Background: an optimization exercise with open tools, aiming at small area. Do not read the settings as production practice. Power and IR drop assume default switching activity.

==> inputs of build 16 <==
Design crc_link_engine, start of the top module:
module crc_link_engine (
    input  wire        clk,
    input  wire        rst,           
    input  wire        host_wr,
    input  wire [15:0] host_addr,
    input  wire [7:0]  host_wdata,
    output reg  [7:0]  host_rdata,
    input  wire        rx_valid,
    input  wire [7:0]  rx_data,
    output reg         rx_ready,
    output wire        tx_valid,
    output reg  [7:0]  tx_data,
    input  wire        tx_ready,
    output wire        busy
);
==> flow/config.mk <==
export PLATFORM = sky130hd
export DESIGN_NAME = crc_link_engine
export DESIGN_NICKNAME = crc_link_engine
export VERILOG_FILES = /design/flow/design.v
export SDC_FILE = /design/flow/constraint.sdc
export NUM_CORES = 4
export LEC_CHECK = 0
export CAP_MARGIN = 20
export CORE_MARGIN = 2
export CORE_UTILIZATION = 60
export CTS_BUF_LIST = sky130_fd_sc_hd__clkbuf_8 sky130_fd_sc_hd__clkbuf_16
export CTS_CLUSTER_DIAMETER = 100
export CTS_CLUSTER_SIZE = 30
export PLACE_DENSITY = 0.7
export SLEW_MARGIN = 20
export SYNTH_HIERARCHICAL = 1
export SYNTH_MINIMUM_KEEP_SIZE = 0
==> flow/constraint.sdc <==
create_clock -name core_clock -period 10.0 [get_ports {clk}]
set_input_delay 2.0000 -clock core_clock [delete_from_list [all_inputs] [get_ports {clk}]]
set_output_delay 2.0000 -clock core_clock [all_outputs]
set_load 0.01 [all_outputs]
run.sh (not shown) runs the stock make flow with config.mk's settings and CLKGATE_MAP_FILE= SYNTH_SCRIPT=/design/flow/synth_recipe.tcl, a recipe that flattens the netlist after the stock synthesis.
==> build 72 (differences from build 16) <==
--- a/flow/design.v
+++ b/flow/design.v
@@ -69,20 +69,34 @@
     reg [8*NB-1:0] ring;
     reg [7:0]      wp;            
     assign busy     = (state >= S_DRAIN) && (state <= S_DRAIN_TR);
     wire m_drain = (state == S_DRAIN) || (state == S_DRAIN_TR);
     wire m_ack   = (state == S_AWAIT_ACK) || (state == S_RETRY);
     wire m_rsp   = (state == S_AWAIT_RSP);
     wire [7:0] bidx = host_addr[7:0];
     wire       in_buf = (host_addr[15:8] == 8'h01) && (bidx < resp_len);
-    wire [8:0] wq  = {1'b0, wp} + 9'd247;
-    wire [8:0] pa  = {1'b0, wp} + {1'b1, ~bidx};       
-    wire [8:0] pb  = wq + {1'b1, ~bidx};               
-    wire [7:0] pos = pa[8] ? pb[7:0] : pa[7:0];
+    function [8:0] add8;               
+        input [7:0] x, y;
+        reg [7:0] g, p, g1, p1, g2, p2, g3;
+        begin
+            g  = x & y;
+            p  = x ^ y;
+            g1 = g | (p & {g[6:0], 1'b0});
+            p1 = p & {p[6:0], 1'b0};
+            g2 = g1 | (p1 & {g1[5:0], 2'b0});
+            p2 = p1 & {p1[5:0], 2'b0};
+            g3 = g2 | (p2 & {g2[3:0], 4'b0});
+            add8 = {g3[7], p ^ {g3[6:0], 1'b0}};
+        end
+    endfunction
+    wire [7:0] wm9 = wp - 8'd9;
+    wire [8:0] pa  = add8(wp, ~bidx);
+    wire [8:0] pb  = add8(wm9, ~bidx);
+    wire [7:0] pos = pa[8] ? pa[7:0] : pb[7:0];
     reg  [15:0] dh, dl;
     always @(*) begin
         dh = 16'd0; dl = 16'd0;
         dh[pos[7:4]] = 1'b1;
         dl[pos[3:0]] = 1'b1;
     end
     wire [NB-1:0] sb;
     wire [7:0]    buf_rd;
--- a/flow/config.mk
+++ b/flow/config.mk
@@ -5,13 +5,14 @@
 export SDC_FILE = /design/flow/constraint.sdc
 export NUM_CORES = 4
 export LEC_CHECK = 0
 export CAP_MARGIN = 20
 export CORE_MARGIN = 2
 export CORE_UTILIZATION = 60
 export CTS_BUF_LIST = sky130_fd_sc_hd__clkbuf_8 sky130_fd_sc_hd__clkbuf_16
 export CTS_CLUSTER_DIAMETER = 100
-export CTS_CLUSTER_SIZE = 30
+export CTS_CLUSTER_SIZE = 24
+export GPL_TIMING_DRIVEN = 0
 export PLACE_DENSITY = 0.7
 export SLEW_MARGIN = 20
 export SYNTH_HIERARCHICAL = 1
 export SYNTH_MINIMUM_KEEP_SIZE = 0
==> summary of the runs <==
Build 16 finished with timing, DRC and antenna clean. Build 72 produced a layout that fails on setup timing.
Between build 72 and build 16, the lower critical path depth is in build 72 (gap 9).
Synthesized area is about the same in build 16 and build 72.
Of build 72 and build 16, build 72 has the higher first-iteration DRC count (gap about 3%, measured against build 16).
Between build 16 and build 72, the lower via count is in build 72 (gap 1.9%, measured against build 72).
Between build 16 and build 72, the lower core utilization is in build 72 (gap 1.3 points).
Sequential cell count is the same in build 16 and build 72.
Between build 72 and build 16, the lower non-clock buffer count is in build 72 (gap 328).
==> figures <==
	build 16	build 72
Worst slack at placement	-1570 ps	-2610 ps
Tot Pwr	15.9 mW	17.1 mW
First-pass GRT wire length	277000 um	275000 um
Count of fill cells added during filler insertion	7869	7883
Cells resized by post-CTS repair	231	451
Transition time at the pin with the least slew margin	1150 ps	1200 ps
Critical path depth in cells	31	22
Run status	no timing/DRC/antenna violations	finished with violations
Reasons for failing layout checks	-	setup timing
Final nets	6045	5733
Net count of the mapped netlist	5467	5486
Post-layout minimum cycle time	9850 ps	10060 ps
Non-clk invs	68	56
Adder and majority cell fraction of the synthesized area	0.906%	0.798%
Maximum resistive drop on vdd	0.168 mV	0.179 mV
Headroom to the max-slew limit	23.1%	19.7%
Leakage power figure	30.9 nW	30.4 nW
No run of this note included a check of the RTL's function; only the layout flow was run.

-- port drivers added, routing unchanged --
The flow's constraints put no driver on any port. The routed layouts listed below were extracted and timed again, unchanged, in two steps. Step 1 (the two cells are an assumption about what drives the block):
set clk [get_ports {clk}]
set_driving_cell -lib_cell sky130_fd_sc_hd__clkbuf_16 $clk
set_driving_cell -lib_cell sky130_fd_sc_hd__buf_2 [delete_from_list [all_inputs] $clk]
Step 2 also shifts input and output timing later by t, the mid clock arrival at the registers, as if the neighbouring blocks saw the same clock. Three values: ideal, step 1, step 2; two values: the first two.
run	shift t [ns]	slack for setup (ns)	latest minus earliest clock arrival (ns)	worst register clock-pin slew, ns
build 16	0.790	0.152 / 0.131 / 0.131	0.053 / 0.053	0.12 / 0.12
build 72	0.804	-0.058 / -0.091 / -0.091	0.064 / 0.063	0.12 / 0.12
The setup slack of build 72, which loses most, moves by -0.033 ns with the drivers and by -0.033 ns with both steps.
